Source: an optimization exercise on an open RTL-to-GDS flow (aim: small area, a short achievable clock period and few clock cycles). Production flows keep margins and buffers that such runs may drop. At most, simulation tests tie the RTL to the original design; equivalence was not proved. For run 6, only the layout was checked, not whether the RTL still works. Power figures rest on the tool's default switching activity, not on a simulated workload.

==> flow/config.mk <==
export PLATFORM = sky130hd
export DESIGN_NAME = bc_rx_engine
export DESIGN_NICKNAME = bc_rx_engine
export VERILOG_FILES = /design/flow/design.v
export SDC_FILE = /design/flow/constraint.sdc
export NUM_CORES = 4
export LEC_CHECK = 0
export CAP_MARGIN = 20
export CORE_MARGIN = 2
export CORE_UTILIZATION = 65
export CTS_BUF_LIST = sky130_fd_sc_hd__clkbuf_16
export CTS_CLUSTER_DIAMETER = 100
export CTS_CLUSTER_SIZE = 24
export SLEW_MARGIN = 20
==> flow/constraint.sdc <==
create_clock -name core_clock -period 12.0 [get_ports {clk}]
set_input_delay 2.4000 -clock core_clock [delete_from_list [all_inputs] [get_ports {clk}]]
set_output_delay 2.4000 -clock core_clock [all_outputs]
set_load 0.01 [all_outputs]
==> flow/design.v <==
module bc_rx_engine (
    input  wire       clk,
    input  wire       rst,         
    input  wire       in_valid,
    output wire       in_ready,
    input  wire       in_kind,     
    input  wire [2:0] in_op,
    input  wire [7:0] in_data,
    output wire       out_valid,
    output wire [7:0] out_data,
    output wire       out_last,
    input  wire       out_ready
);
    localparam integer CAP = 97;
    localparam integer IW  = 7;             
    localparam integer QD  = 3;             
    localparam integer QW  = 2;             
    localparam [7:0] MARKER = 8'h7A;
    localparam [7:0] ESCAPE = 8'h7B;
    localparam [2:0] OP_QFLAGS  = 3'd0;
    localparam [2:0] OP_POPD    = 3'd1;
    localparam [2:0] OP_POPDT   = 3'd2;
    localparam [2:0] OP_POPF    = 3'd3;
    localparam [2:0] OP_CLRD    = 3'd4;
    localparam [2:0] OP_CLRF    = 3'd5;
    localparam [2:0] OP_CLRC    = 3'd6;
    localparam [2:0] OP_SETMODE = 3'd7;
    localparam [1:0] K_ONE = 2'd0;          
    localparam [1:0] K_DAT = 2'd1;          
    localparam [1:0] K_FMT = 2'd2;          
    localparam [1:0] E_HDR = 2'd0;
    localparam [1:0] E_LEN = 2'd1;
    localparam [1:0] E_STA = 2'd2;
    localparam [1:0] E_PAY = 2'd3;
    function [IW-1:0] ring_inc;
        input [IW-1:0] a;
        begin
            ring_inc = (a == CAP - 1) ? {IW{1'b0}} : a + 1'b1;
        end
    endfunction
    function [IW-1:0] ring_dec;
        input [IW-1:0] a;
        begin
            ring_dec = (a == 0) ? CAP - 1 : a - 1'b1;
        end
    endfunction
    function in_range;
        input [IW-1:0] x;
        input [IW-1:0] p;
        input [IW:0]   r;
        reg   [IW:0]   t;
        reg   [IW:0]   d;
        begin
            t = {1'b0, x} - {1'b0, p};
            d = t[IW] ? t + CAP : t;
            in_range = d < r;
        end
    endfunction
    reg [7:0]    ring [0:CAP-1];
    reg          w_v;
    reg [IW-1:0] w_slot;        
    reg [7:0]    w_data;        
    always @(posedge clk) begin
        if (w_v)
            ring[w_slot] <= w_data;
    end
    reg       a_v;
    reg       b_free;           
    wire      b_v = !b_free;
    reg       a_kind, b_kind;
    reg [2:0] a_op, b_op;
    reg [7:0] a_d, b_d;
    reg       a_mk;             
    reg       a_esc;            
    reg       a_st;             
    reg       a_out;            
    reg          tx_mode;
    reg          haz;           
    wire         q_full;
    wire a_block = (a_st && !tx_mode && haz) || (a_out && q_full);
    wire go      = a_v && !a_block;
    wire a_free  = !a_v || go;
    assign in_ready = b_free;
    wire acc = in_valid && b_free;
    always @(posedge clk) begin
        if (rst) begin
            a_v    <= 1'b0;
            b_free <= 1'b1;
        end else if (a_free) begin
            a_v    <= b_v || acc;
            b_free <= 1'b1;
        end else if (acc) begin
            b_free <= 1'b0;
        end
    end
    wire       f_kind = b_v ? b_kind : in_kind;
    wire [2:0] f_op   = b_v ? b_op   : in_op;
    wire [7:0] f_d    = b_v ? b_d    : in_data;
    always @(posedge clk) begin
        if (!b_v) begin
            b_kind <= in_kind;
            b_op   <= in_op;
            b_d    <= in_data;
        end
        if (a_free) begin
            a_kind <= f_kind;
            a_op   <= f_op;
            a_d    <= f_d;
            a_mk   <= !f_kind && (f_d == MARKER);
            a_esc  <= !f_kind && (f_d == ESCAPE);
            a_st   <= !f_kind && (f_d != MARKER) && (f_d != ESCAPE);
            a_out  <= f_kind && !f_op[2];
        end
    end
    reg [IW-1:0] wrn;           
    reg [IW-1:0] start;
    reg [IW-1:0] cnt;           
    reg          lr_mk;         
    reg          lr_esc;        
    reg [IW-1:0] prev_start;
    reg [IW-1:0] prev_end;
    reg [IW-1:0] prev_n;        
    reg          prev_valid;
    reg [7:0]    prev_st;       
    reg [1:0]    len_hi;        
    reg          len_hi_ok;     
    reg [IW-1:0] need;          
    reg          need_ok;       
    reg          fmt_rdy, dat_rdy, in_pkt, ovl, cmd_done;
    wire step   = go && !a_kind;
    wire opstep = go && a_kind;
    wire rx     = step && !tx_mode;
    wire store  = rx && a_st;
    wire [IW-1:0] cnt_base  = in_pkt ? cnt : {IW{1'b0}};
    wire [IW-1:0] cnt_inc   = (cnt_base == CAP + 1) ? cnt_base : cnt_base + 1'b1;
    wire [7:0]    st_byte   = lr_esc ? {1'b0, a_d[6:0]} : a_d;
    wire [IW-1:0] wrn_inc   = ring_inc(wrn);
    wire [7:0]    need8     = {1'b0, len_hi, st_byte[7:3]} + (st_byte[2:0] != 3'd0) + 8'd3;
    wire          mk1_accept = !ovl && (cnt >= 3) && !w_data[7] && need_ok && (need == cnt);
    wire          mk2_fmt    = !ovl && (cnt == 7'd33);
    wire [IW:0]   fit_sum    = {1'b0, prev_n} + {1'b0, cnt};
    wire          mk2_reval  = prev_valid && (fit_sum <= CAP - 3) && !prev_st[7];
    wire          busy_q     = tx_mode ? !cmd_done : in_pkt;
    wire [IW-1:0] pay_n      = (a_op == OP_POPDT && {1'b0, a_d} < {1'b0, prev_n}) ? a_d[IW-1:0] : prev_n;
    always @(posedge clk) begin
        if (rst) begin
            wrn        <= 0;
            start      <= 0;
            cnt        <= 0;
            lr_mk      <= 1'b0;
            lr_esc     <= 1'b0;
            prev_start <= 0;
            prev_end   <= 0;
            prev_n     <= 0;
            prev_valid <= 1'b0;
            fmt_rdy    <= 1'b0;
            dat_rdy    <= 1'b0;
            in_pkt     <= 1'b0;
            ovl        <= 1'b0;
            cmd_done   <= 1'b1;
            tx_mode    <= 1'b0;
        end else begin
            if (step) begin
                if (tx_mode) begin
                    if (a_mk)
                        cmd_done <= 1'b1;
                end else if (a_mk) begin
                    if (lr_mk) begin
                        if (mk2_fmt)
                            fmt_rdy <= 1'b1;
                        if (mk2_reval)
                            dat_rdy <= 1'b1;
                    end else if (mk1_accept) begin
                        dat_rdy    <= 1'b1;
                        prev_start <= start;
                        prev_end   <= w_slot;
                        prev_n     <= cnt - 2'd3;
                        prev_valid <= 1'b1;
                    end
                    in_pkt <= 1'b0;
                end else begin
                    if (!in_pkt) begin
                        in_pkt  <= 1'b1;
                        dat_rdy <= 1'b0;
                        fmt_rdy <= 1'b0;
                        ovl     <= 1'b0;
                        start   <= wrn;
                    end
                    if (a_esc) begin
                        cnt <= cnt_base;
                    end else begin
                        wrn <= wrn_inc;
                        cnt <= cnt_inc;
                        if (cnt_inc > CAP)
                            ovl <= 1'b1;
                    end
                end
                lr_mk  <= a_mk;
                lr_esc <= a_esc;
            end
            if (opstep) begin
                case (a_op)
                    OP_POPD, OP_POPDT:
                        if (dat_rdy) begin
                            dat_rdy    <= 1'b0;
                            prev_valid <= 1'b0;
                        end
                    OP_POPF:    fmt_rdy  <= 1'b0;
                    OP_CLRD:    dat_rdy  <= 1'b0;
                    OP_CLRF:    fmt_rdy  <= 1'b0;
                    OP_CLRC:    cmd_done <= 1'b0;
                    OP_SETMODE: begin
                        tx_mode  <= a_d[0];
                        cmd_done <= 1'b1;
                    end
                    default: ;
                endcase
            end
        end
    end
    reg pblk;
    wire mk1_evt = rx && a_mk && !lr_mk && mk1_accept;
    wire p_lo = (wrn >= prev_start);
    wire p_hi = (wrn < prev_end);
    always @(posedge clk)
        pblk <= !mk1_evt && ((prev_start < prev_end) ? (p_lo && p_hi) : (p_lo || p_hi));
    always @(posedge clk) begin
        if (rst)
            w_v <= 1'b0;
        else
            w_v <= store;
        if (store) begin
            w_slot  <= wrn;
            w_data  <= st_byte;
            if (wrn == prev_end)
                prev_st <= st_byte;
            if (cnt_base == 0) begin
                len_hi    <= st_byte[1:0];
                len_hi_ok <= (st_byte[7:2] == 6'd0);
            end
            if (cnt_base == 1) begin
                need    <= need8[IW-1:0];
                need_ok <= len_hi_ok && !need8[7];
            end
        end
        if (mk1_evt)
            prev_st <= w_data;
    end
    reg [1:0]    n_kind;
    reg [7:0]    n_byte;
    reg [IW-1:0] n_ptr;
    reg [IW-1:0] n_cnt;         
    reg          n_blk;
    always @(*) begin
        n_kind = K_ONE;
        n_byte = 8'h00;
        n_ptr  = prev_start;
        n_cnt  = pay_n;
        n_blk  = 1'b0;
        case (a_op)
            OP_QFLAGS:
                n_byte = {1'b0, busy_q, tx_mode, cmd_done, ovl, in_pkt, dat_rdy, fmt_rdy};
            OP_POPD, OP_POPDT:
                if (dat_rdy) begin
                    n_kind = K_DAT;
                    n_byte = prev_st;
                    n_blk  = pblk;
                end
            OP_POPF:
                if (fmt_rdy) begin
                    n_kind = K_FMT;
                    n_ptr  = start;
                    n_cnt  = 7'd33;
                end
            default: ;
        endcase
    end
    reg [1:0]    q_kind [0:QD-1];
    reg [7:0]    q_byte [0:QD-1];
    reg [IW-1:0] q_ptr  [0:QD-1];
    reg [IW-1:0] q_cnt  [0:QD-1];
    reg [QD-1:0] q_blk;
    reg [QD-1:0] q_val;
    reg [QW-1:0] q_wp, q_rp;
    reg          e_v;
    reg [1:0]    e_kind;
    reg [7:0]    e_byte;
    reg [IW-1:0] e_ptr;         
    reg [IW-1:0] e_cnt;         
    reg [1:0]    e_ph;
    reg          e_lc;          
    reg          e_blk;
    assign q_full = q_val[q_wp];
    reg       o_v;
    reg [7:0] o_d;
    reg       o_l;
    reg [7:0] h_d;
    reg       h_l;
    assign out_valid = o_v;
    assign out_data  = o_d;
    assign out_last  = o_l;
    wire pop  = o_v && out_ready;
    wire emit = e_v && (!o_v || out_ready);
    wire [7:0] rd_byte = ring[e_ptr];
    wire       e_read = e_ph[0];
    wire [7:0] e_alt  = (!e_ph[1] && e_kind != K_ONE) ? 8'h01 : e_byte;
    wire [7:0] e_data = e_read ? rd_byte : e_alt;
    reg        e_last;
    always @(*) begin
        case (e_ph)
            E_HDR:   e_last = (e_kind == K_ONE);
            E_STA:   e_last = (e_cnt == 0);
            E_LEN:   e_last = 1'b0;
            default: e_last = (e_cnt == 1);
        endcase
    end
    wire e_rng = e_v && (e_kind != K_ONE) && ((e_ph == E_HDR) || (e_ph == E_LEN) || (e_cnt != 0));
    always @(posedge clk) begin
        if (rst)
            o_v <= 1'b0;
        else if (emit)
            o_v <= 1'b1;
        else if (pop)
            o_v <= 1'b0;
    end
    always @(posedge clk) begin
        o_d <= emit ? e_data : h_d;
        o_l <= emit ? e_last : h_l;
    end
    always @(posedge clk) begin
        if (rst) begin
            h_d <= 8'h00;
            h_l <= 1'b0;
        end else if (emit) begin
            h_d <= e_data;
            h_l <= e_last;
        end
    end
    wire push   = opstep && a_out;
    wire e_done = emit && e_last;
    wire e_load = !e_v || e_done;
    wire q_take = e_load && q_val[q_rp];
    reg [QD-1:0] q_blk_nx;
    integer qi;
    always @(*) begin
        for (qi = 0; qi < QD; qi = qi + 1)
            q_blk_nx[qi] = q_blk[qi] ||
                           (store && (q_kind[qi] != K_ONE) && (wrn_inc == q_ptr[qi]));
    end
    wire e_rd      = emit && e_read;
    wire e_blk_nx  = e_blk ? !(e_rd && (wrn == e_ptr))
                           : (store && !e_rd && e_rng && (wrn_inc == e_ptr));
    always @(posedge clk) begin
        if (rst) begin
            q_val <= {QD{1'b0}};
            q_wp  <= 0;
            q_rp  <= 0;
        end else begin
            if (push) begin
                q_val[q_wp] <= 1'b1;
                q_wp        <= (q_wp == QD - 1) ? 0 : q_wp + 1'b1;
            end
            if (q_take) begin
                q_val[q_rp] <= 1'b0;
                q_rp        <= (q_rp == QD - 1) ? 0 : q_rp + 1'b1;
            end
        end
    end
    always @(posedge clk) begin
        for (qi = 0; qi < QD; qi = qi + 1) begin
            if (push && q_wp == qi) begin
                q_kind[qi] <= n_kind;
                q_byte[qi] <= n_byte;
                q_ptr[qi]  <= n_ptr;
                q_cnt[qi]  <= n_cnt;
                q_blk[qi]  <= n_blk;
            end else begin
                q_blk[qi]  <= q_blk_nx[qi] && q_val[qi];
            end
        end
    end
    always @(posedge clk) begin
        if (rst) begin
            e_v   <= 1'b0;
            e_blk <= 1'b0;
        end else if (e_load) begin
            e_v   <= q_val[q_rp];
            e_blk <= q_val[q_rp] && q_blk_nx[q_rp];
        end else begin
            e_blk <= e_blk_nx;
        end
    end
    always @(posedge clk) begin
        if (rst)
            haz <= 1'b0;
        else
            haz <= |(q_blk_nx & q_val) ||
                   (push && n_blk) ||
                   e_blk || (store && e_rng && (wrn_inc == e_ptr));
    end
    always @(posedge clk) begin
        if (e_load) begin
            e_kind <= q_kind[q_rp];
            e_byte <= q_byte[q_rp];
            e_ptr  <= q_ptr[q_rp];
            e_cnt  <= q_cnt[q_rp];
            e_ph   <= E_HDR;
            e_lc   <= 1'b0;
        end else if (emit) begin
            case (e_ph)
                E_HDR: e_ph <= (e_kind == K_DAT) ? E_LEN : E_PAY;
                E_LEN: begin
                    e_ptr <= ring_inc(e_ptr);
                    e_lc  <= 1'b1;
                    if (e_lc)
                        e_ph <= E_STA;
                end
                E_STA: e_ph <= E_PAY;
                E_PAY: begin
                    e_ptr <= ring_inc(e_ptr);
                    e_cnt <= e_cnt - 1'b1;
                end
            endcase
        end
    end
endmodule
==> flow/flow/run.sh <==
#!/bin/bash
set -euo pipefail
bash standard.sh \
  "BUFFER_PORTS_ARGS=-buffer_cell sky130_fd_sc_hd__buf_2" \
  "SETUP_SLACK_MARGIN=${FLOW_SETUP_MARGIN:-8.5}" \
  finish > standard_finish.log 2>&1
==> flow/standard.sh <==
#!/bin/bash
# synth_recipe.tcl (not shown) runs the flow's synth.tcl, then flattens the netlist and writes it again
# the make line also repeats each setting of config.mk as NAME=value (left out here)
make -C /OpenROAD-flow-scripts/flow DESIGN_CONFIG=/design/flow/config.mk WORK_HOME=/design/flow/orfs CLKGATE_MAP_FILE= SYNTH_SCRIPT=/design/flow/synth_recipe.tcl "${@:-finish}"
==> results of run 1 <==
==> power breakdown <==
group	switching [mW]	internal, mW	leakage [nW]	total [mW]
clock	1.07	0.750	0.821	1.82
combinational	0.188	0.163	4.37	0.352
sequential	0.0337	3.88	9.25	3.92
total	1.29	4.80	14.4	6.09
==> flip-flops by register name, summed over array words and instances, names as in the netlist, 8 cells and up, named ones only <==
| register | flops |
|---|---|
| a_d | 8 |
| b_d | 8 |
| e_byte | 8 |
| h_d | 8 |
| o_d | 8 |
| prev_st | 8 |
| q_byte | 24 |
| q_cnt | 21 |
| q_ptr | 21 |
| ring | 776 |
| w_data | 8 |
==> through the flow <==
stage               hold slack, ps  cell area [um^2]  power [mW]  utilization, %
global placement               443             43400        4.33            67.4
CTS                            466             45100        6.11            70.0
floorplan                      417             42600        4.24               -
finish                         466             45300        6.09            70.2
global route                   486             45300        6.25            70.2
detailed placement             449             43400        4.33            67.4
==> per-layer routing <==
layer,up-vias,wire [um]
li1,9832,-
met1,11805,38800
met2,1005,49400
met3,147,7220
met4,0,3870
met5,-,0
==> tightest hold or removal path, stage by stage, from the launching register on <==
cell	delay, ps
dfxtp_1	320
nand2_1	50
a21oi_1	50
==> cell type report <==
type | instances | area, um^2 | area share, %
sequential | 1031 | 29900 | 66.1
inverter | 49 | 188 | 0.415
clock buffer | 49 | 1230 | 2.71
timing repair buffer | 69 | 723 | 1.60
clock inverter | 41 | 164 | 0.362
tap | 855 | 1070 | 2.36
multi-input combinational | 1303 | 12000 | 26.5
==> cells by family (layout without fill, tap and decap cells) <==
family                     count (synthesis)  count (layout)
adders and majority gates                 58              58
AOI/OAI and AO/OA                        322             322
muxes                                    294             294
and+or+nand+nor                          563             563
buffers and inverters                    183             208
DFF                                     1031            1031
xor gates and xnor gates                  66              66
==> worst paths after layout <==
path	end
worst max-delay path	out_data[7]
worst min-delay path	prev_end[5]$_SDFFE_PP0P_
worst max register to register	h_d[4]$_SDFF_PP0_
worst min register to register	prev_end[5]$_SDFFE_PP0P_
==> what timing repair did <==
| action | in CTS | in global routing |
|---|---|---|
| setup endpoints to repair | 36 | 30 |
| gates resized for setup | 54 | 12 |
| buffers inserted | 5 | 5 |
| hold buffers | 0 | 0 |
| gates cloned | 0 | 2 |
==> synthesized netlist by cell type (31+ instances only) <==
cell type,n
edfxtp_1,922
mux4_2,222
nor2_1,195
nand2_1,151
dfxtp_1,109
a21oi_1,101
clkbuf_1,78
ha_1,57
o21ai_0,54
inv_1,46
mux2i_1,41
nand3_1,39
nor2b_1,36
xor2_1,36
a22oi_1,33
mux2_2,31
==> reports/qor.csv, run 1 <==
stage,metric,value,unit
run_status,result_of_the_run,timing/DRC/antenna clean,
timing,period_share,29.6,%
timing,maxClockFrequency,0.281,GHz
critical_path,timing.reg2reg.worst_path_depth,8,
timing,slew_violations,0,
detailed_routing,drt_first_iter_violations,2558,
global_route,grt_start_max_net_pins,129,
global_route,grt_overflow,0,
synth,synth_compound_gate_area_share,4.87,%
die,die_area,67400,um^2
critical_path,timing.setup.critical_path_class,flip-flop to primary output,
critical_path,worstSetupEndpointType,primary output,
detailed_routing,route.vias.total,22789,
cells_and_area,layout.cells.most_common,edfxtp_1,
clock_network,worstSkewPairLatency,650,ps
power,reported_leakage_power,14.4,nW
global_route,grt_antenna_before_repair,1,
placement,numPortBuffers,26,
die,ios,27,
power,ir_drop,142,uV
clock_network,inserted_clock_buffers,48,
cells_and_area,layout.cells.most_common_list,"922 x edfxtp_1, 222 x mux4_2, 182 x nor2_1",
min_path,holdCritPathClass,flip-flop to flip-flop,
synth,synth.area.top_cells,"edfxtp_1 65%, mux4_2 12%, dfxtp_1 5.1%",
global_route,global_route.usage.met2,49.0,%
synth,synth.net_count,2591,
synth,synthDominantAreaCellType,edfxtp_1,
synth,post_synth_num_cell_types,73,
synth,synth.ff_latch_count,1031,
detailed_routing,drt_first_pass_iters,7,
clock_network,clkSlewWorstSetupHoldPaths,100,ps
min_path,hold_start,prev_end[5]$_SDFFE_PP0P_,
die,floorplan.die.height,260,um
critical_path,worstSetupStartpointType,flip-flop,
cells_and_area,fill_cells,4127,
global_route,global_route.usage.total,30.0,%
cells_and_area,post_route_cells_drive_above_1_share,17.3,%
critical_path,setup.reg_to_reg.worst_slack,8530,ps
critical_path,critical-path-slowest-cell,dfxtp_4,
critical_path,cpLargestDelayFamily,flip-flops,
clock_network,cts.path.max_buffers,3,
detailed_routing,finalWirelength,99300,um
critical_path,critical_path.n_buffers_inverters,1,
critical_path,worstPathRequired,9600,ps
timing,number_of_hold_slack_violations_in_the_final_timing_report,0,
timing,rsz0062_at_grt,true,
critical_path,cp.depth,1,
job,max_cap_viol_count,0,
placement,placedCellCount,3295,
detailed_routing,wl_per_cell,29.2,um
detailed_routing,post_drt_via_cell_ratio,6.71,
timing,finalWorstSetupSlack,8450,ps
clock_network,clock_tree.htree_level_count,2,
min_path,min_delay_path_depth,2,
cells_and_area,final_nets,2576,
critical_path,crit_chain,buf_6,
clock_network,clock-sinks,1031,
synth,synth_enable_flop_cells,922,
global_route,grt_first_pass_wirelength,147000,um
timing,relSlewSlack,22.3,%
synth,post_synth_instance_area,42400,um^2
die,start_util,65.8,%
global_route,layer_with_the_highest_usage,met2,
timing,worst_clock_skew,27.9,ps
timing,setup_tns,0,ps
clock_network,tritoncts,built,
die,core-area,64500,um^2
cells_and_area,final_cell_count_no_fill,3397,
die,die_width,260,um
cells_and_area,number_of_antenna_repair_diodes,0,
synth,synth_ff_type,edfxtp_1,
critical_path,slowest_delay,390,ps
clock_network,cts.root.buffer_cell,clkbuf_16,
synth,ys_async_sr_fraction,0,%
synth,synth.mux.area_fraction,13.6,%
synth,synth_cells,2517,
timing,timing.final.setup_violations,0,
power,power.density,134,nW/um^2
critical_path,timing.critical_path.arrival,1150,ps
synth,synth.yosys.seq_area_share,70.4,%
critical_path,crit_path_start,o_d[7]$_DFF_P_,
synth,synth-xor-area-share,1.36,%
global_route,first_global_vias,22249,
synth,synth_warnings,5,
global_route,grt_use_met1,42.5,%
placement,routabilityCongestion,0.881,
detailed_routing,drc_errors,0,
synth,post_synth_fa_ha_maj_area_fraction,1.73,%
synth,yosys.area_share.simple,6.20,%
timing,tightestPinTransition,1160,ps
synth,synthDominantCellAreaShare,65.2,%
synth,synth_top_family_by_area,multiplexers,
synth,synth.avg_cell_area,16.9,um^2
timing,period_needed,3550,ps
die,std_cell_rows,93,
global_route,global_route.usage.met3,3.27,%
critical_path,crit_path_max_fanout,1,
placement,preCtsSetupSlack,7110,ps
placement,hpwlAfterDp,61500,um
detailed_routing,antenna_violating_nets_post_route,0,
cells_and_area,syn_to_final_growth,6.66,%
Testbench counts, summed over its fixed seeds: cycles 11,545.
==> run 2, diff against run 1 <==
--- a/flow/config.mk
+++ b/flow/config.mk
@@ -7,8 +7,9 @@
 export LEC_CHECK = 0
 export CAP_MARGIN = 20
 export CORE_MARGIN = 2
-export CORE_UTILIZATION = 65
+export CORE_UTILIZATION = 70
 export CTS_BUF_LIST = sky130_fd_sc_hd__clkbuf_16
 export CTS_CLUSTER_DIAMETER = 100
 export CTS_CLUSTER_SIZE = 24
+export PLACE_DENSITY = 0.5
 export SLEW_MARGIN = 20
==> run 2 against run 1 <==
Against the previous run: utilization rose by 5.0 points; critical path type unchanged; largest power group unchanged; total power shrank 0.14%; hold slack improved by 2.1 ps; still clean on timing, DRC and antenna; routed wire length barely moved; clock skew up 1.3 ps.
==> reports/qor.csv, run 2 <==
stage,metric,value,unit,change
run_status,result_of_the_run,timing/DRC/antenna clean,,
timing,slew_violations,0,,unchanged
cells_and_area,syn_to_final_growth,6.58,%,about the same
clock_network,clkSlewWorstSetupHoldPaths,90,ps,about the same
critical_path,cpLargestDelayFamily,flip-flops,,
timing,timing.final.setup_violations,0,,unchanged
detailed_routing,antenna_violating_nets_post_route,0,,unchanged
detailed_routing,post_drt_via_cell_ratio,6.90,,+2.8%
die,core-area,60100,um^2,-6.7%
power,ir_drop,116,uV,-18%
global_route,grt_start_max_net_pins,99,,-23%
die,start_util,70.6,%,+4.7 points
critical_path,worstSetupStartpointType,flip-flop,,
detailed_routing,wl_per_cell,29.8,um,+1.8%
critical_path,timing.setup.critical_path_class,flip-flop to primary output,,
global_route,grt_first_pass_wirelength,147000,um,about the same
detailed_routing,drt_first_pass_iters,5,,-2
placement,hpwlAfterDp,62800,um,+2.1%
die,ios,27,,unchanged
synth,synth.avg_cell_area,16.9,um^2,unchanged
critical_path,critical_path.n_buffers_inverters,1,,unchanged
synth,synth.area.top_cells,"edfxtp_1 65%, mux4_2 12%, dfxtp_1 5.1%",,
global_route,first_global_vias,22405,,+0.70%
timing,rsz0062_at_grt,true,,
synth,synth_enable_flop_cells,922,,unchanged
global_route,grt_overflow,0,,unchanged
synth,synth.ff_latch_count,1031,,unchanged
detailed_routing,finalWirelength,99300,um,about the same
synth,synth_cells,2517,,unchanged
die,die_width,250,um,-3.6%
placement,numPortBuffers,26,,unchanged
synth,ys_async_sr_fraction,0,%,unchanged
cells_and_area,layout.cells.most_common_list,"922 x edfxtp_1, 222 x mux4_2, 191 x nor2_1",,
clock_network,worstSkewPairLatency,630,ps,-20 ps
critical_path,critical-path-slowest-cell,dfxtp_4,,
detailed_routing,drc_errors,0,,unchanged
cells_and_area,number_of_flip_flops_in_the_largest_register,776,,unchanged
critical_path,worstSetupEndpointType,primary output,,
timing,tightestPinTransition,1180,ps,+13.5 ps
critical_path,timing.critical_path.arrival,1140,ps,about the same
detailed_routing,drt_first_iter_violations,2779,,+8.6%
synth,synth_ff_type,edfxtp_1,,
timing,setup_tns,0,ps,unchanged
timing,period_share,29.5,%,-0.12 points
cells_and_area,layout.cells.most_common,edfxtp_1,,
die,std_cell_rows,90,,-3.2%
clock_network,cts-hold-fix-buffers,0,,unchanged
timing,number_of_hold_slack_violations_in_the_final_timing_report,0,,unchanged
cells_and_area,registers.top_by_ff_count,ring,,
clock_network,clock-sinks,1031,,unchanged
timing,finalWorstSetupSlack,8460,ps,+15.0 ps
synth,synth.net_count,2591,,unchanged
global_route,global_route.usage.total,32.2,%,+2.2 points
clock_network,tritoncts,built,,
synth,synth_warnings,5,,unchanged
timing,period_needed,3540,ps,-15.0 ps
power,power.density,134,nW/um^2,about the same
cells_and_area,final_nets,2590,,+0.54%
timing,maxClockFrequency,0.283,GHz,+0.42%
clock_network,inserted_clock_buffers,48,,unchanged
global_route,grt_antenna_before_repair,3,,+2
power,reported_leakage_power,14.5,nW,+0.36%
synth,synth.most_common_cell,edfxtp_1,,
min_path,holdCritPathClass,flip-flop to flip-flop,,
timing,worst_hold_slack,468,ps,+2.11 ps
clock_network,clock_tree.htree_level_count,2,,unchanged
critical_path,worstPathRequired,9600,ps,about the same
placement,preCtsSetupSlack,7190,ps,+78.2 ps
critical_path,slowest_delay,400,ps,about the same
clock_network,cts.path.max_buffers,3,,unchanged
cells_and_area,largestRegisters,"ring (776), q_byte (24)",,
synth,synthDominantCellAreaShare,65.2,%,unchanged
placement,routabilityCongestion,0.895,,+1.7%
timing,relSlewSlack,21.6,%,-0.61 points
die,die_area,62600,um^2,-7.0%
critical_path,crit_path_max_fanout,1,,unchanged
synth,synth.yosys.seq_area_share,70.4,%,unchanged
cells_and_area,post_route_cells_drive_above_1_share,17.3,%,-0.036 points
cells_and_area,fin_util,75.2,%,+5.0 points
synth,synthDominantAreaCellType,edfxtp_1,,
cells_and_area,final_area,45200,um^2,about the same
synth,post_synth_most_frequent_cells,"922 x edfxtp_1, 222 x mux4_2, 195 x nor2_1",,
die,floorplan.die.height,250,um,-3.6%
critical_path,crit_chain,buf_6,,
detailed_routing,route.vias.total,23010,,+0.97%
placement,total_cell_area_at_the_placement_stage,43300,um^2,-0.27%
timing,worst_clock_skew,29.3,ps,+1.34 ps
synth,post_synth_instance_area,42400,um^2,unchanged
synth,post_synth_num_cell_types,73,,unchanged
clock_network,cts.root.buffer_cell,clkbuf_16,,
job,max_cap_viol_count,0,,unchanged
## run 2: changes by cell type in the layout (fill, tap and decap cells not counted), sizes merged
cell      before  now
diode          0    1
inv           87   83
buf           67   82
clkbuf        51   49
clkinvlp       1    2
bufbuf         0    1
## run 2: worst paths after layout
kind                            startpoint                  endpoint  slack (ps)  cells after the start
hold reg to reg   prev_end[6]$_SDFFE_PP0P_  prev_end[6]$_SDFFE_PP0P_         470                      2
hold / removal    prev_end[6]$_SDFFE_PP0P_  prev_end[6]$_SDFFE_PP0P_         470                      2
setup / recovery            o_d[7]$_DFF_P_               out_data[7]        8460                      1
setup reg to reg                 flip-flop         h_d[5]$_SDFF_PP0_        8610                      9
## run 2: area by class of cell
cell class,instances,area [um^2]
clock inverter,38,143
sequential,1031,29900
timing repair buffer,83,823
fill,3498,14900
clock buffer,49,1230
multi-input combinational,1303,12000
inverter,49,191
antenna,1,2.50
tap,782,978
## run 2: stage by stage
stage          std cells  total power, mW
4_1_cts             3314             6.08
6_report            3336             6.08
2_1_floorplan       2517             4.24
3_3_place_gp        3223             4.33
3_5_place_dp        3223             4.34
5_1_grt             3335             6.23
## run 2: logic make-up (layout without fill, tap and decap cells)
kind of cell | count (synthesis) | in the layout | synth area share, %
flip-flops | 1031 | 1031 | 70.4
AND/OR/NAND/NOR | 563 | 563 | 6.20
AO/OA/AOI/OAI | 322 | 322 | 4.87
multiplexers | 294 | 294 | 13.6
buffers and inverters | 183 | 219 | 1.91
XOR/XNOR | 66 | 66 | 1.36
adder cells (fa/ha/maj) | 58 | 58 | 1.73
other | 0 | 1 | 0
## run 2: what timing repair did
| action | 4_1_cts | 5_1_grt |
|---|---|---|
| setup buffers | 3 | 19 |
| setup endpoints to repair | 48 | 35 |
| cloned | 1 | 0 |
| resized for setup | 56 | 13 |
| pin swaps | 0 | 1 |
## run 2: power breakdown
group | switching (mW) | internal (mW)
Sequential | 0.0383 | 3.88
Combinational | 0.190 | 0.164
Clock | 1.06 | 0.747
Total | 1.29 | 4.79
## run 2: per-layer routing
metal | track usage (%) | part of all wire, % | vias to the layer above
met4 | 12.9 | 4.5 | 2
met5 | 0 | 0.013 | -
met1 | 45.3 | 38 | 11760
li1 | - | - | 9847
met2 | 51.9 | 49 | 1213
met3 | 4.79 | 8.2 | 188
==> run 3, diff against run 2 <==
--- a/flow/config.mk
+++ b/flow/config.mk
@@ -11,5 +11,4 @@
 export CTS_BUF_LIST = sky130_fd_sc_hd__clkbuf_16
 export CTS_CLUSTER_DIAMETER = 100
 export CTS_CLUSTER_SIZE = 24
-export PLACE_DENSITY = 0.5
 export SLEW_MARGIN = 20
==> run 3 against run 2 <==
Against the previous run: sequential share of layout area is the same; count of clock-buffer cells in the layout did not move; critical path depth is the same; clock skew is the same; sequential power is essentially flat; still clean on timing, DRC and antenna; first-iteration DRC count unchanged; flip-flop and latch count unchanged.
==> reports/qor.csv, run 3 <==
stage,metric,value,unit,change
run_status,result_of_the_run,timing/DRC/antenna clean,,
synth,synth-xor-area-share,1.36,%,unchanged
clock_network,clock_tree.htree_level_count,2,,unchanged
timing,relSlewSlack,21.6,%,unchanged
cells_and_area,final_nets,2590,,unchanged
timing,setup_tns,0,ps,unchanged
timing,timing.final.setup_violations,0,,unchanged
die,ios,27,,unchanged
critical_path,critical_path.n_buffers_inverters,1,,unchanged
cells_and_area,layout.cells.most_common,edfxtp_1,,
timing,period_share,29.5,%,unchanged
synth,synth.yosys.seq_area_share,70.4,%,unchanged
synth,synthDominantCellAreaShare,65.2,%,unchanged
synth,synth.mux.area_fraction,13.6,%,unchanged
synth,post_synth_most_frequent_cells,"922 x edfxtp_1, 222 x mux4_2, 195 x nor2_1",,
global_route,global_route.usage.met3,4.79,%,unchanged
placement,routabilityCongestion,0.895,,unchanged
timing,tightestPinTransition,1180,ps,unchanged
clock_network,cts-hold-fix-buffers,0,,unchanged
cells_and_area,number_of_flip_flops_in_the_largest_register,776,,unchanged
detailed_routing,route.vias.total,23010,,unchanged
critical_path,crit_path_max_fanout,1,,unchanged
clock_network,inserted_clock_buffers,48,,unchanged
die,core-area,60100,um^2,unchanged
synth,synth_cells,2517,,unchanged
power,reported_leakage_power,14.5,nW,unchanged
placement,placedCellCount,3223,,unchanged
detailed_routing,finalWirelength,99300,um,unchanged
synth,synth.avg_cell_area,16.9,um^2,unchanged
synth,post_synth_num_cell_types,73,,unchanged
cells_and_area,largestRegisters,"ring (776), q_byte (24)",,
synth,synth.ff_latch_count,1031,,unchanged
die,die_area,62600,um^2,unchanged
detailed_routing,wl_per_cell,29.8,um,unchanged
global_route,global_route.usage.total,32.2,%,unchanged
placement,numPortBuffers,26,,unchanged
detailed_routing,antenna_violating_nets_post_route,0,,unchanged
critical_path,cpLargestDelayFamily,flip-flops,,
synth,synth.most_common_cell,edfxtp_1,,
cells_and_area,register_area,29900,um^2,unchanged
detailed_routing,drc_errors,0,,unchanged
global_route,layer_with_the_highest_usage,met2,,
critical_path,timing.setup.critical_path_class,flip-flop to primary output,,
die,std_cell_rows,90,,unchanged
critical_path,worstSetupEndpointType,primary output,,
synth,ys_async_sr_fraction,0,%,unchanged
job,max_cap_viol_count,0,,unchanged
synth,synth.area.top_cells,"edfxtp_1 65%, mux4_2 12%, dfxtp_1 5.1%",,
synth,post_synth_instance_area,42400,um^2,unchanged
synth,synth_ff_type,edfxtp_1,,
clock_network,cts.root.buffer_cell,clkbuf_16,,
global_route,global_route.usage.met2,51.9,%,unchanged
detailed_routing,drt_first_iter_violations,2779,,unchanged
cells_and_area,registers.top_by_ff_count,ring,,
clock_network,cts.path.max_buffers,3,,unchanged
power,ir_drop,116,uV,unchanged
synth,synth.net_count,2591,,unchanged
timing,slew_violations,0,,unchanged
cells_and_area,layout.cells.most_common_list,"922 x edfxtp_1, 222 x mux4_2, 191 x nor2_1",,
min_path,holdCritPathClass,flip-flop to flip-flop,,
die,die_width,250,um,unchanged
timing,rsz0062_at_grt,true,,
synth,synth_enable_flop_cells,922,,unchanged
synth,synth_compound_gate_area_share,4.87,%,unchanged
cells_and_area,post_route_cells_drive_above_1_share,17.3,%,unchanged
die,floorplan.die.height,250,um,unchanged
timing,period_needed,3540,ps,unchanged
critical_path,worstPathRequired,9600,ps,about the same
cells_and_area,multi_input_area,12000,um^2,unchanged
clock_network,worstSkewPairLatency,630,ps,about the same
critical_path,slowest_delay,400,ps,about the same
clock_network,clkSlewWorstSetupHoldPaths,90,ps,about the same
global_route,grt_use_met1,45.3,%,unchanged
placement,hpwlAfterDp,62800,um,unchanged
timing,maxClockFrequency,0.283,GHz,unchanged
detailed_routing,drt_first_pass_iters,5,,unchanged
critical_path,timing.critical_path.arrival,1140,ps,about the same
global_route,first_global_vias,22405,,unchanged
cells_and_area,syn_to_final_growth,6.58,%,unchanged
global_route,grt_antenna_before_repair,3,,unchanged
synth,synthDominantAreaCellType,edfxtp_1,,
critical_path,crit_chain,buf_6,,
synth,post_synth_fa_ha_maj_area_fraction,1.73,%,unchanged
detailed_routing,post_drt_via_cell_ratio,6.90,,unchanged
global_route,grt_start_max_net_pins,99,,unchanged
timing,worst_hold_slack,468,ps,unchanged
synth,yosys.area_share.simple,6.20,%,unchanged
power,power.density,134,nW/um^2,unchanged
clock_network,tritoncts,built,,
cells_and_area,final_cell_count_no_fill,3336,,unchanged
synth,synth_top_family_by_area,multiplexers,,
global_route,grt_overflow,0,,unchanged
critical_path,worstSetupStartpointType,flip-flop,,
critical_path,critical-path-slowest-cell,dfxtp_4,,
timing,number_of_hold_slack_violations_in_the_final_timing_report,0,,unchanged
die,start_util,70.6,%,unchanged
global_route,grt_first_pass_wirelength,147000,um,unchanged
timing,worst_clock_skew,29.3,ps,unchanged
clock_network,clock-sinks,1031,,unchanged
synth,synth_warnings,5,,unchanged
cells_and_area,fill_cells,3498,,unchanged
==> run 3: cell counts after synthesis <==
Identical to the previous run, type by type.
==> run 3: final timing paths <==
check	from	slack, ps	cells after the start	to
setup / recovery	o_d[7]$_DFF_P_	8460	1	out_data[7]
hold reg to reg	prev_end[6]$_SDFFE_PP0P_	470	2	prev_end[6]$_SDFFE_PP0P_
hold / removal	prev_end[6]$_SDFFE_PP0P_	470	2	prev_end[6]$_SDFFE_PP0P_
setup reg to reg	flip-flop	8610	9	h_d[5]$_SDFF_PP0_
==> run 3: kinds of logic (layout without fill, tap and decap cells) <==
group,Yosys count,after routing
adder cells (fa/ha/maj),58,58
AO/OA/AOI/OAI,322,322
flip-flops,1031,1031
other,0,1
XOR/XNOR,66,66
multiplexers,294,294
buffers and inverters,183,219
AND/OR/NAND/NOR,563,563
==> run 3: metal layers <==
metal	vias up	part of all wire (%)
met3	188	8.2
met5	-	0.013
li1	9847	-
met1	11760	38
met2	1213	49
met4	2	4.5
==> run 3: power breakdown <==
part | internal (mW) | switching, mW
clock network | 0.747 | 1.06
logic | 0.164 | 0.190
registers | 3.88 | 0.0383
total | 4.79 | 1.29
==> run 3: stage by stage <==
stage / utilization, % / setup WS [ps] / power, mW / cell area (um^2)
6_report: 75.2 / 8460 / 6.08 / 45200
5_1_grt: 75.2 / 8440 / 6.23 / 45200
4_1_cts: 74.8 / 8430 / 6.08 / 45000
3_5_place_dp: 72.0 / 7190 / 4.34 / 43300
3_3_place_gp: 72.0 / 7230 / 4.33 / 43300
2_1_floorplan: - / 8300 / 4.24 / 42600
==> run 3: cell type report <==
type | instances | area share (%)
inverters | 49 | 0.423
repair buffers | 83 | 1.82
multi-input cells | 1303 | 26.4
clock buffers | 49 | 2.71
flip-flops and latches | 1031 | 66.1
well taps | 782 | 2.16
diodes | 1 | 0.00553
clock inverters | 38 | 0.315
==> run 3: repair_timing <==
item,4_1_cts,5_1_grt
setup buffers,3,19
setup endpoints to repair,48,35
resized for setup,56,13
pin swaps,0,1
hold endpoints to repair,0,0
gates cloned,1,0
==> run 4, diff against run 3 <==
--- a/flow/config.mk
+++ b/flow/config.mk
@@ -11,4 +11,5 @@
 export CTS_BUF_LIST = sky130_fd_sc_hd__clkbuf_16
 export CTS_CLUSTER_DIAMETER = 100
 export CTS_CLUSTER_SIZE = 24
+export PLACE_DENSITY = 0.8
 export SLEW_MARGIN = 20
==> run 4 against run 3 <==
Against the previous run: final cell count is 0.36% lower; largest power group unchanged; die area unchanged; first-iteration DRC count up 11%; global-route usage up 0.84 points; critical path depth unchanged; routed wire length increased by 1.9%; clock skew down 2.3 ps; setup slack lost 6.8 ps; still clean on timing, DRC and antenna; register-to-register slack worse by 40 ps; count of clock-buffer cells in the layout unchanged; utilization decreased by 0.36 points.
==> reports/qor.csv, run 4 <==
stage,metric,value,unit,change
cells_and_area,largestRegisters,"ring (776), q_byte (24)",,
timing,worst_hold_slack,467,ps,-0.853 ps
critical_path,timing.setup.critical_path_class,flip-flop to primary output,,
placement,hpwlAfterDp,60900,um,-3.0%
timing,finalWorstSetupSlack,8460,ps,-6.79 ps
timing,tightestPinTransition,1140,ps,-38.6 ps
die,die_area,62600,um^2,unchanged
timing,relSlewSlack,24.2,%,+2.6 points
power,power.density,135,nW/um^2,+0.70%
die,core-area,60100,um^2,unchanged
synth,synth_cells,2517,,unchanged
global_route,grt_first_pass_wirelength,151000,um,+2.8%
synth,synth_warnings,5,,unchanged
timing,worst_clock_skew,27.0,ps,-2.29 ps
die,start_util,70.6,%,unchanged
timing,timing.final.setup_violations,0,,unchanged
global_route,first_global_vias,23206,,+3.6%
clock_network,clock_tree.htree_level_count,2,,unchanged
global_route,grt_antenna_before_repair,0,,-3
critical_path,timing.critical_path.arrival,1140,ps,about the same
detailed_routing,drc_errors,0,,unchanged
critical_path,cpLargestDelayFamily,flip-flops,,
detailed_routing,antenna_violating_nets_post_route,0,,unchanged
run_status,result_of_the_run,timing/DRC/antenna clean,,
synth,synth.area.top_cells,"edfxtp_1 65%, mux4_2 12%, dfxtp_1 5.1%",,
placement,routabilityCongestion,0.924,,+3.2%
cells_and_area,number_of_antenna_repair_diodes,0,,-1
timing,setup_tns,0,ps,unchanged
detailed_routing,drt_first_pass_iters,7,,+2
critical_path,worstPathRequired,9600,ps,about the same
synth,post_synth_num_cell_types,73,,unchanged
clock_network,cts-hold-fix-buffers,0,,unchanged
critical_path,critical_path_destination,out_data[1],,
cells_and_area,layout.cells.most_common,edfxtp_1,,
critical_path,setup.reg_to_reg.worst_slack,8570,ps,-40 ps
clock_network,tritoncts,built,,
synth,synth.net_count,2591,,unchanged
timing,number_of_hold_slack_violations_in_the_final_timing_report,0,,unchanged
power,ir_drop,133,uV,+15%
synth,synth_top_family_by_area,multiplexers,,
synth,synth_compound_gate_area_share,4.87,%,unchanged
global_route,global_route.usage.total,33.0,%,+0.84 points
synth,yosys.area_share.simple,6.20,%,unchanged
global_route,grt_start_max_net_pins,99,,unchanged
critical_path,cp.depth,1,,unchanged
job,max_cap_viol_count,0,,unchanged
cells_and_area,register_area,29900,um^2,about the same
synth,synth.ff_latch_count,1031,,unchanged
detailed_routing,route.vias.total,23463,,+2.0%
synth,synth.most_common_cell,edfxtp_1,,
synth,synth.mux.area_fraction,13.6,%,unchanged
detailed_routing,drt_first_iter_violations,3093,,+11%
critical_path,crit-reg2reg-capture,h_d[7]$_SDFF_PP0_,,
cells_and_area,post_route_cells_drive_above_1_share,16.6,%,-0.71 points
timing,period_needed,3540,ps,+6.79 ps
timing,rsz0062_at_grt,true,,
global_route,layer_with_the_highest_usage,met2,,
placement,preCtsSetupSlack,7830,ps,+647 ps
detailed_routing,finalWirelength,101000,um,+1.9%
min_path,holdCritPathClass,flip-flop to flip-flop,,
cells_and_area,number_of_flip_flops_in_the_largest_register,776,,unchanged
global_route,global_route.usage.met2,54.4,%,+2.4 points
cells_and_area,multi_input_area,11900,um^2,-0.21%
timing,maxClockFrequency,0.282,GHz,-0.19%
synth,synth.avg_cell_area,16.9,um^2,unchanged
critical_path,crit_path_start,o_d[1]$_DFF_P_,,
cells_and_area,fin_util,74.9,%,-0.36 points
critical_path,worstSetupEndpointType,primary output,,
clock_network,worstSkewPairLatency,640,ps,about the same
critical_path,crit_chain,buf_6,,
synth,synth-xor-area-share,1.36,%,unchanged
synth,ys_async_sr_fraction,0,%,unchanged
die,ios,27,,unchanged
cells_and_area,syn_to_final_growth,6.07,%,
cells_and_area,final_nets,2576,,-0.54%
clock_network,inserted_clock_buffers,48,,unchanged
clock_network,clkSlewWorstSetupHoldPaths,110,ps,+20 ps
synth,synth.yosys.seq_area_share,70.4,%,unchanged
placement,numPortBuffers,26,,unchanged
synth,post_synth_instance_area,42400,um^2,unchanged
global_route,grt_overflow,0,,unchanged
synth,post_synth_most_frequent_cells,"922 x edfxtp_1, 222 x mux4_2, 195 x nor2_1",,
critical_path,worstSetupStartpointType,flip-flop,,
critical_path,slowest_delay,380,ps,-20 ps
die,std_cell_rows,90,,unchanged
global_route,grt_use_met1,44.9,%,-0.36 points
synth,synth_ff_type,edfxtp_1,,
timing,slew_violations,0,,unchanged
clock_network,cts.root.buffer_cell,clkbuf_16,,
clock_network,cts.path.max_buffers,3,,unchanged
die,floorplan.die.height,250,um,unchanged
power,design_power_total,6.09,mW,+0.22%
power,reported_leakage_power,14.4,nW,-0.69%
detailed_routing,post_drt_via_cell_ratio,7.06,,+2.3%
global_route,global_route.usage.met3,5.35,%,+0.56 points
critical_path,timing.reg2reg.worst_path_depth,8,,-1
die,die_width,250,um,unchanged
timing,period_share,29.5,%,+0.057 points
clock_network,clock-sinks,1031,,unchanged
cells_and_area,registers.top_by_ff_count,ring,,
detailed_routing,wl_per_cell,30.4,um,+2.3%
critical_path,critical_path.n_buffers_inverters,1,,unchanged
critical_path,critical-path-slowest-cell,dfxtp_4,,
cells_and_area,layout.cells.most_common_list,"922 x edfxtp_1, 222 x mux4_2, 195 x nor2_1",,
synth,synthDominantCellAreaShare,65.2,%,unchanged
synth,post_synth_fa_ha_maj_area_fraction,1.73,%,unchanged
synth,synth_enable_flop_cells,922,,unchanged
synth,synthDominantAreaCellType,edfxtp_1,,
cells_and_area,fill_cells,3426,,-2.1%
critical_path,crit_path_max_fanout,1,,unchanged
[run 4: layer usage]
metal	share of wire, %	up-vias
met5	0	-
met4	4.9	0
met3	9.6	244
met2	50	1536
met1	36	11864
li1	-	9819
[run 4: per-stage QoR]
stage / instance area (um^2) / std cells
after floorplan: 42600 / 2517
after global placement: 43300 / 3226
after detailed placement: 43300 / 3226
after CTS: 45000 / 3323
after global routing: 45000 / 3324
final: 45000 / 3324
[run 4: cells by family after synthesis]
group,after synthesis
flops,1031
simple gates,563
compound gates,322
mux,294
buf+inv,183
xor+xnor,66
fa+ha+maj,58
[run 4: how the worst min path moves through the flow]
stage,from,to,slack (ps),depth (start not counted)
CTS,prev_end[6]$_SDFFE_PP0P_,prev_end[6]$_SDFFE_PP0P_,460,2
detailed placement,prev_end[6]$_SDFFE_PP0P_,prev_end[6]$_SDFFE_PP0P_,450,2
floorplan,h_l$_SDFF_PP0_,o_l$_DFF_P_,420,1
global route,prev_end[2]$_SDFFE_PP0P_,prev_end[2]$_SDFFE_PP0P_,480,2
global placement,prev_end[1]$_SDFFE_PP0P_,prev_end[1]$_SDFFE_PP0P_,440,2
finish,prev_end[3]$_SDFFE_PP0P_,prev_end[3]$_SDFFE_PP0P_,470,2
[run 4: power breakdown]
group | total (mW) | internal [mW] | switching (mW)
combinational | 0.359 | 0.158 | 0.201
clock | 1.81 | 0.750 | 1.06
sequential | 3.92 | 3.88 | 0.0352
total | 6.09 | 4.79 | 1.30
[run 4: area by class of cell]
type	instances	area share (%)
multi-input cells	1303	26.5
clock inverters	41	0.364
repair buffers	69	1.38
inverters	49	0.414
clock buffers	49	2.72
flip-flops and latches	1031	66.4
well taps	782	2.17
[run 4: what timing repair did]
action	4_1_cts	5_1_grt
setup buffers	6	0
resized for setup	39	13
endpoints found under the hold margin	0	0
cloned	1	0
pin swaps	0	0
endpoints found under the setup margin	28	31
==> run 5, diff against run 4 <==
==> flow/flow/run.sh (replaced) <==
#!/bin/bash
set -euo pipefail
bash standard.sh \
  "BUFFER_PORTS_ARGS=-buffer_cell sky130_fd_sc_hd__buf_2" \
  "SETUP_SLACK_MARGIN=${FLOW_SETUP_MARGIN:-8.75}" \
  finish > standard_finish.log 2>&1
--- a/flow/config.mk
+++ b/flow/config.mk
@@ -11,5 +11,4 @@
 export CTS_BUF_LIST = sky130_fd_sc_hd__clkbuf_16
 export CTS_CLUSTER_DIAMETER = 100
 export CTS_CLUSTER_SIZE = 24
-export PLACE_DENSITY = 0.8
 export SLEW_MARGIN = 20
==> run 5 against run 4 <==
Against the previous run: final cell count is 0.39% higher; hold slack lost 3.1 ps; total power rose by 0.15%; critical endpoint is now out_data[7]; first-iteration DRC count decreased by 2.4%; critical path depth unchanged; still clean on timing, DRC and antenna; largest cell class unchanged; cell area grew 1.4%; die area is the same; clock skew up 1.7 ps; via count fell by 1.5%; combinational power rose by 5%.
==> reports/qor.csv, run 5 <==
stage,metric,value,unit,change
run_status,result_of_the_run,timing/DRC/antenna clean,,
critical_path,slowest_delay,380,ps,about the same
timing,period_needed,3520,ps,-21.4 ps
critical_path,critical_path.n_buffers_inverters,1,,unchanged
synth,synthDominantAreaCellType,edfxtp_1,,
cells_and_area,post_route_cells_drive_above_1_share,18.6,%,+2.0 points
timing,period_share,29.4,%,-0.18 points
die,core-area,60100,um^2,unchanged
timing,worst_clock_skew,28.7,ps,+1.74 ps
placement,preCtsSetupSlack,6990,ps,-844 ps
global_route,global_route.usage.total,32.0,%,-1.0 points
synth,synth.net_count,2591,,unchanged
cells_and_area,layout.cells.most_common_list,"922 x edfxtp_1, 222 x mux4_2, 189 x nor2_1",,
clock_network,cts.root.buffer_cell,clkbuf_16,,
global_route,grt_antenna_before_repair,0,,unchanged
detailed_routing,antenna_violating_nets_post_route,0,,unchanged
power,power.density,134,nW/um^2,-1.2%
clock_network,clock_tree.htree_level_count,2,,unchanged
die,ios,27,,unchanged
synth,synth_cells,2517,,unchanged
cells_and_area,registers.top_by_ff_count,ring,,
clock_network,cts.path.max_buffers,3,,unchanged
global_route,grt_first_pass_wirelength,147000,um,-2.7%
cells_and_area,syn_to_final_growth,7.50,%,
critical_path,timing.setup.critical_path_class,flip-flop to primary output,,
global_route,grt_overflow,0,,unchanged
power,reported_leakage_power,14.6,nW,+1.4%
critical_path,worstSetupStartpointType,flip-flop,,
synth,synth.yosys.seq_area_share,70.4,%,unchanged
cells_and_area,largestRegisters,"ring (776), q_byte (24)",,
timing,setup_tns,0,ps,unchanged
clock_network,tritoncts,built,,
power,ir_drop,114,uV,-15%
clock_network,cts-hold-fix-buffers,0,,unchanged
cells_and_area,layout.cells.most_common,edfxtp_1,,
die,std_cell_rows,90,,unchanged
clock_network,clock-sinks,1031,,unchanged
synth,post_synth_num_cell_types,73,,unchanged
detailed_routing,route.vias.total,23117,,-1.5%
global_route,grt_start_max_net_pins,99,,unchanged
min_path,holdCritPathClass,flip-flop to flip-flop,,
synth,synth.ff_latch_count,1031,,unchanged
synth,synth_warnings,5,,unchanged
job,max_cap_viol_count,0,,unchanged
timing,relSlewSlack,24.1,%,-0.14 points
cells_and_area,final_nets,2600,,+0.93%
critical_path,cpLargestDelayFamily,flip-flops,,
cells_and_area,fin_util,75.9,%,+1.0 points
synth,synth.avg_cell_area,16.9,um^2,unchanged
detailed_routing,drc_errors,0,,unchanged
placement,hpwlAfterDp,60400,um,-0.90%
die,start_util,70.6,%,unchanged
critical_path,timing.critical_path.arrival,1120,ps,-20 ps
cells_and_area,number_of_flip_flops_in_the_largest_register,776,,unchanged
critical_path,critical-path-slowest-cell,dfxtp_2,,
timing,tightestPinTransition,1140,ps,+2.09 ps
global_route,first_global_vias,22797,,-1.8%
critical_path,worstSetupEndpointType,primary output,,
clock_network,worstSkewPairLatency,640,ps,about the same
placement,numPortBuffers,26,,unchanged
synth,post_synth_instance_area,42400,um^2,unchanged
timing,number_of_hold_slack_violations_in_the_final_timing_report,0,,unchanged
synth,synth.most_common_cell,edfxtp_1,,
timing,timing.final.setup_violations,0,,unchanged
critical_path,crit_path_max_fanout,1,,unchanged
critical_path,worstPathRequired,9600,ps,about the same
critical_path,crit_chain,buf_6,,
timing,slew_violations,0,,unchanged
synth,synthDominantCellAreaShare,65.2,%,unchanged
placement,routabilityCongestion,0.965,,+4.3%
timing,maxClockFrequency,0.284,GHz,+0.61%
cells_and_area,final_area,45600,um^2,+1.4%
die,die_width,250,um,unchanged
timing,rsz0062_at_grt,true,,
synth,synth.area.top_cells,"edfxtp_1 65%, mux4_2 12%, dfxtp_1 5.1%",,
placement,total_cell_area_at_the_placement_stage,43300,um^2,about the same
timing,finalWorstSetupSlack,8480,ps,+21.4 ps
clock_network,clkSlewWorstSetupHoldPaths,100,ps,about the same
detailed_routing,finalWirelength,99200,um,-2.0%
detailed_routing,drt_first_iter_violations,3018,,-2.4%
cells_and_area,number_of_antenna_repair_diodes,0,,unchanged
synth,synth_enable_flop_cells,922,,unchanged
synth,ys_async_sr_fraction,0,%,unchanged
synth,synth_ff_type,edfxtp_1,,
die,die_area,62600,um^2,unchanged
synth,post_synth_most_frequent_cells,"922 x edfxtp_1, 222 x mux4_2, 195 x nor2_1",,
clock_network,inserted_clock_buffers,48,,unchanged
detailed_routing,post_drt_via_cell_ratio,6.93,,-1.9%
power,design_power_total,6.10,mW,+0.15%
die,floorplan.die.height,250,um,unchanged
detailed_routing,wl_per_cell,29.7,um,-2.3%
detailed_routing,drt_first_pass_iters,6,,-1
[run 5: what timing repair did]
| item | CTS | global route |
|---|---|---|
| gates cloned | 3 | 4 |
| buffers inserted | 18 | 10 |
| pin swaps | 3 | 5 |
| resized for setup | 61 | 42 |
| endpoints found under the setup margin | 103 | 88 |
[run 5: routing by layer]
layer	GRT usage (%)	part of all wire, %
met5	0	0
met4	11.9	4.3
met3	4.34	7.9
met2	52.8	50
met1	44.7	38
[run 5: final cells by class]
cell class,instances,area [um^2]
clock inverter,30,123
inverter,49,198
multi-input combinational,1304,12200
fill,3451,14500
timing repair buffer,92,1050
tap,782,978
sequential,1031,29900
clock buffer,49,1230
[run 5: path summary, 6_finish.rpt]
check / slack (ps) / startpoint / cells after the start / to
hold / removal: 460 / prev_end[5]$_SDFFE_PP0P_ / 2 / prev_end[5]$_SDFFE_PP0P_
setup reg to reg: 8680 / w_slot[2]$_DFFE_PP_ / 2 / ring[39][2]$_DFFE_PP_
hold reg to reg: 460 / prev_end[5]$_SDFFE_PP0P_ / 2 / prev_end[5]$_SDFFE_PP0P_
setup / recovery: 8480 / o_d[7]$_DFF_P_ / 1 / out_data[7]
[run 5: cells by family (layout without fill, tap and decap cells)]
family	Yosys count	count (layout)	synth area share, %
buf+inv	183	220	1.91
simple gates	563	564	6.20
xor+xnor	66	66	1.36
fa+ha+maj	58	58	1.73
flops	1031	1031	70.4
compound gates	322	322	4.87
mux	294	294	13.6
[run 5: power by group]
part,switching [mW],leakage (nW),internal (mW)
registers,0.0310,9.25,3.88
logic,0.206,4.59,0.172
clock network,1.06,0.762,0.745
total,1.30,14.6,4.80
[run 5: per-stage QoR]
| step | cells | hold WS (ps) |
|---|---|---|
| finish | 3337 | 464 |
| global route | 3337 | 488 |
| CTS | 3321 | 464 |
| detailed placement | 3221 | 450 |
| global placement | 3221 | 443 |
| floorplan | 2517 | 417 |
==> run 6, diff against run 5 <==
--- a/flow/design.v
+++ b/flow/design.v
@@ -13,8 +13,8 @@
 );
     localparam integer CAP = 97;
     localparam integer IW  = 7;             
-    localparam integer QD  = 3;             
-    localparam integer QW  = 2;             
+    localparam integer QD  = 2;             
+    localparam integer QW  = 1;             
     localparam [7:0] MARKER = 8'h7A;
     localparam [7:0] ESCAPE = 8'h7B;
     localparam [2:0] OP_QFLAGS  = 3'd0;
@@ -64,9 +64,7 @@
         if (w_v)
             ring[w_slot] <= w_data;
     end
-    reg       a_v;
-    reg       b_free;           
-    wire      b_v = !b_free;
+    reg       a_v, b_v;
     reg       a_kind, b_kind;
     reg [2:0] a_op, b_op;
     reg [7:0] a_d, b_d;
@@ -80,17 +78,17 @@
     wire a_block = (a_st && !tx_mode && haz) || (a_out && q_full);
     wire go      = a_v && !a_block;
     wire a_free  = !a_v || go;
-    assign in_ready = b_free;
-    wire acc = in_valid && b_free;
+    assign in_ready = !b_v;
+    wire acc = in_valid && !b_v;
     always @(posedge clk) begin
         if (rst) begin
-            a_v    <= 1'b0;
-            b_free <= 1'b1;
+            a_v <= 1'b0;
+            b_v <= 1'b0;
         end else if (a_free) begin
-            a_v    <= b_v || acc;
-            b_free <= 1'b1;
+            a_v <= b_v || acc;
+            b_v <= 1'b0;
         end else if (acc) begin
-            b_free <= 1'b0;
+            b_v <= 1'b1;
         end
     end
     wire       f_kind = b_v ? b_kind : in_kind;
@@ -286,6 +284,7 @@
     reg [1:0]    e_kind;
     reg [7:0]    e_byte;
     reg [IW-1:0] e_ptr;         
+    reg [IW-1:0] e_ptr_b;       
     reg [IW-1:0] e_cnt;         
     reg [1:0]    e_ph;
     reg          e_lc;          
@@ -294,14 +293,14 @@
     reg       o_v;
     reg [7:0] o_d;
     reg       o_l;
-    reg [7:0] h_d;
-    reg       h_l;
     assign out_valid = o_v;
     assign out_data  = o_d;
     assign out_last  = o_l;
     wire pop  = o_v && out_ready;
     wire emit = e_v && (!o_v || out_ready);
-    wire [7:0] rd_byte = ring[e_ptr];
+    wire [7:0] rd_lo   = ring[e_ptr];
+    wire [7:0] rd_hi   = ring[e_ptr_b];
+    wire [7:0] rd_byte = {rd_hi[7:4], rd_lo[3:0]};
     wire       e_read = e_ph[0];
     wire [7:0] e_alt  = (!e_ph[1] && e_kind != K_ONE) ? 8'h01 : e_byte;
     wire [7:0] e_data = e_read ? rd_byte : e_alt;
@@ -324,16 +323,9 @@
             o_v <= 1'b0;
     end
     always @(posedge clk) begin
-        o_d <= emit ? e_data : h_d;
-        o_l <= emit ? e_last : h_l;
-    end
-    always @(posedge clk) begin
-        if (rst) begin
-            h_d <= 8'h00;
-            h_l <= 1'b0;
-        end else if (emit) begin
-            h_d <= e_data;
-            h_l <= e_last;
+        if (emit) begin
+            o_d <= e_data;
+            o_l <= e_last;
         end
     end
     wire push   = opstep && a_out;
@@ -399,6 +391,14 @@
                    e_blk || (store && e_rng && (wrn_inc == e_ptr));
     end
     always @(posedge clk) begin
+        if (rst)
+            e_ptr_b <= 0;
+        else if (e_load)
+            e_ptr_b <= q_ptr[q_rp];
+        else if (emit && e_read)
+            e_ptr_b <= ring_inc(e_ptr_b);
+    end
+    always @(posedge clk) begin
         if (e_load) begin
             e_kind <= q_kind[q_rp];
             e_byte <= q_byte[q_rp];
==> flow/flow/run.sh (replaced) <==
#!/bin/bash
set -euo pipefail
bash standard.sh \
  "BUFFER_PORTS_ARGS=-buffer_cell sky130_fd_sc_hd__buf_2" \
  "SETUP_SLACK_MARGIN=${FLOW_SETUP_MARGIN:-10.0}" \
  finish > standard_finish.log 2>&1
--- a/flow/config.mk
+++ b/flow/config.mk
@@ -7,7 +7,7 @@
 export LEC_CHECK = 0
 export CAP_MARGIN = 20
 export CORE_MARGIN = 2
-export CORE_UTILIZATION = 70
+export CORE_UTILIZATION = 60
 export CTS_BUF_LIST = sky130_fd_sc_hd__clkbuf_16
 export CTS_CLUSTER_DIAMETER = 100
 export CTS_CLUSTER_SIZE = 24
==> run 6 against run 5 <==
Against the previous run: clock power decreased by 2%; global-route usage is 1.3 points lower; largest power group unchanged; highest routed layer unchanged; via count increased by 2.8%; sequential share of layout area down 8.4 points.
==> reports/qor.csv, run 6 <==
stage,metric,value,unit,change
run_status,result_of_the_run,timing/DRC/antenna clean,,
synth,synthDominantCellAreaShare,65.9,%,+0.72 points
power,reported_leakage_power,16.7,nW,+15%
clock_network,cts.path.max_buffers,3,,unchanged
clock_network,clkSlewWorstSetupHoldPaths,100,ps,about the same
critical_path,timing.critical_path.arrival,1300,ps,+180 ps
clock_network,worstSkewPairLatency,630,ps,about the same
detailed_routing,wl_per_cell,30.6,um,+2.9%
timing,finalWorstSetupSlack,8300,ps,-180 ps
critical_path,worstPathRequired,9600,ps,about the same
clock_network,cts.root.buffer_cell,clkbuf_16,,
timing,rsz0062_at_grt,true,,
cells_and_area,fin_util,75.2,%,-0.71 points
critical_path,timing.setup.critical_path_class,flip-flop to primary output,,
synth,ys_async_sr_fraction,0,%,unchanged
die,start_util,60.4,%,-10 points
cells_and_area,layout.cells.most_common,edfxtp_1,,
power,design_power_total,5.87,mW,-3.8%
timing,period_share,30.9,%,+1.5 points
synth,post_synth_instance_area,41300,um^2,-2.7%
critical_path,worstSetupStartpointType,flip-flop,,
detailed_routing,antenna_violating_nets_post_route,0,,unchanged
cells_and_area,largestRegisters,"ring (776), q_byte (16)",,
clock_network,clock_tree.htree_level_count,2,,unchanged
detailed_routing,finalWirelength,110000,um,+11%
global_route,global_route.usage.met2,49.9,%,-2.8 points
cells_and_area,syn_to_final_growth,24.4,%,
critical_path,crit_chain,buf_2,,
min_path,holdCritPathClass,flip-flop to flip-flop,,
timing,worst_clock_skew,16.4,ps,-12.3 ps
critical_path,slowest_delay,490,ps,+110 ps
synth,synth_warnings,5,,unchanged
placement,hpwlAfterDp,58900,um,-2.5%
global_route,grt_first_pass_wirelength,157000,um,+6.8%
placement,total_cell_area_at_the_placement_stage,42600,um^2,-1.7%
detailed_routing,post_drt_via_cell_ratio,6.60,,-4.8%
die,std_cell_rows,96,,+6.7%
global_route,global_route.usage.total,30.7,%,-1.3 points
timing,relSlewSlack,27.0,%,+2.9 points
critical_path,crit_path_max_fanout,1,,unchanged
power,ir_drop,110,uV,-3.2%
placement,preCtsSetupSlack,7730,ps,+737 ps
detailed_routing,route.vias.total,23760,,+2.8%
placement,placedCellCount,3168,,-1.6%
cells_and_area,final_cell_count_no_fill,3602,,+7.9%
cells_and_area,layout.cells.most_common_list,"907 x edfxtp_1, 240 x mux4_2, 168 x buf_4",,
synth,post_synth_num_cell_types,79,,+8.2%
cells_and_area,number_of_antenna_repair_diodes,0,,unchanged
critical_path,critical-path-slowest-cell,edfxtp_1,,
critical_path,critical_path.n_buffers_inverters,1,,unchanged
global_route,global_route.usage.met3,5.39,%,+1.0 points
global_route,grt_antenna_before_repair,1,,+1
detailed_routing,drc_errors,0,,unchanged
cells_and_area,fill_cells,3807,,+10%
critical_path,cpLargestDelayFamily,flip-flops,,
detailed_routing,drt_first_pass_iters,5,,-1
die,die_width,266,um,+6.4%
timing,worst_hold_slack,466,ps,+2.58 ps
global_route,grt_use_met1,42.2,%,-2.5 points
job,max_cap_viol_count,0,,unchanged
synth,post_synth_most_frequent_cells,"907 x edfxtp_1, 240 x mux4_2, 188 x nor2_1",,
timing,tightestPinTransition,1100,ps,-43.5 ps
placement,numPortBuffers,26,,unchanged
synth,synth.yosys.seq_area_share,70.8,%,+0.47 points
synth,synth.area.top_cells,"edfxtp_1 66%, mux4_2 13%, dfxtp_1 4.9%",,
synth,synth.net_count,2428,,-6.3%
die,ios,27,,unchanged
timing,timing.final.setup_violations,0,,unchanged
die,floorplan.die.height,266,um,+6.4%
die,core-area,68300,um^2,+14%
global_route,first_global_vias,23505,,+3.1%
cells_and_area,final_nets,2762,,+6.2%
cells_and_area,post_route_cells_drive_above_1_share,41.1,%,+23 points
timing,number_of_hold_slack_violations_in_the_final_timing_report,0,,unchanged
cells_and_area,registers.top_by_ff_count,ring,,
clock_network,tritoncts,built,,
clock_network,inserted_clock_buffers,47,,-2.1%
global_route,grt_overflow,0,,unchanged
power,power.density,114,nW/um^2,-15%
global_route,grt_start_max_net_pins,99,,unchanged
synth,synth_cells,2357,,-6.4%
synth,synth.avg_cell_area,17.5,um^2,+3.9%
synth,synth_ff_type,edfxtp_1,,
timing,setup_tns,0,ps,unchanged
clock_network,cts-hold-fix-buffers,0,,unchanged
cells_and_area,number_of_flip_flops_in_the_largest_register,776,,unchanged
critical_path,worstSetupEndpointType,primary output,,
placement,routabilityCongestion,0.870,,-9.8%
timing,period_needed,3700,ps,+180 ps
timing,maxClockFrequency,0.270,GHz,-4.9%
die,die_area,71000,um^2,+13%
clock_network,clock-sinks,1008,,-2.2%
synth,synth_enable_flop_cells,907,,-1.6%
global_route,layer_with_the_highest_usage,met2,,
detailed_routing,drt_first_iter_violations,2619,,-13%
synth,synth.most_common_cell,edfxtp_1,,
synth,synth.ff_latch_count,1008,,-2.2%
timing,slew_violations,0,,unchanged
synth,synthDominantAreaCellType,edfxtp_1,,
cells_and_area,final_area,51400,um^2,+13%
run 6: path summary, 6_finish.rpt:
kind | to | startpoint | depth (start not counted) | slack, ps
worst max-delay path | out_data[4] | o_d[4]$_DFFE_PP_ | 1 | 8300
worst min-delay path | e_lc$_SDFFE_PN0P_ | e_lc$_SDFFE_PN0P_ | 2 | 470
worst max register to register | o_d[7]$_DFFE_PP_ | flip-flop | 7 | 9130
worst min register to register | e_lc$_SDFFE_PN0P_ | e_lc$_SDFFE_PN0P_ | 2 | 470
run 6: logic make-up after synthesis:
group | synth area share, %
DFF | 70.8
and+or+nand+nor | 5.67
muxes | 15.2
AOI/OAI and AO/OA | 3.55
buffers and inverters | 1.84
adders and majority gates | 1.71
xor gates and xnor gates | 1.18
run 6: routing by layer:
metal | wire (um) | part of all wire, % | up-vias
li1 | - | - | 9990
met1 | 43100 | 39 | 12403
met2 | 53800 | 49 | 1117
met3 | 8350 | 7.6 | 250
met4 | 4860 | 4.4 | 0
met5 | 0 | 0 | -
run 6: cell type report:
| type | instances | area [um^2] | area share (%) |
|---|---|---|---|
| Sequential cell | 1008 | 29300 | 57.1 |
| Multi-Input combinational cell | 1166 | 13700 | 26.7 |
| Timing Repair Buffer | 405 | 5580 | 10.9 |
| Clock buffer | 47 | 1180 | 2.29 |
| Tap cell | 882 | 1100 | 2.15 |
| Inverter | 60 | 268 | 0.521 |
| Clock inverter | 31 | 138 | 0.268 |
| Timing Repair inverter | 3 | 43.8 | 0.0852 |
run 6: repair_timing:
item	in CTS	in global routing
cloned	40	4
hold endpoints to repair	0	0
setup buffers	228	82
endpoints found under the setup margin	1094	1004
resized for setup	555	164
pin swaps	131	91
run 6: worst reg2reg max path: stages, from the launching register on:
cell and delay [ps]:
dfxtp_4 390, buf_12 200, buf_16 190, mux4_2 530, mux4_2 570, mux2_4 310, o211ai_1 300, nand3_1 130
run 6: report_power, final:
group	leakage, nW	switching (mW)	internal (mW)
logic	6.92	0.150	0.140
clock network	0.748	1.05	0.721
registers	9.08	0.0180	3.79

Setup slack of run 6, layout unchanged: 8.297 ns with ideal ports, 8.229 ns with driving cells assumed (clock clkbuf_16, inputs buf_2), 8.234 ns with port delays also shifted by the 0.692 ns mid clock arrival.
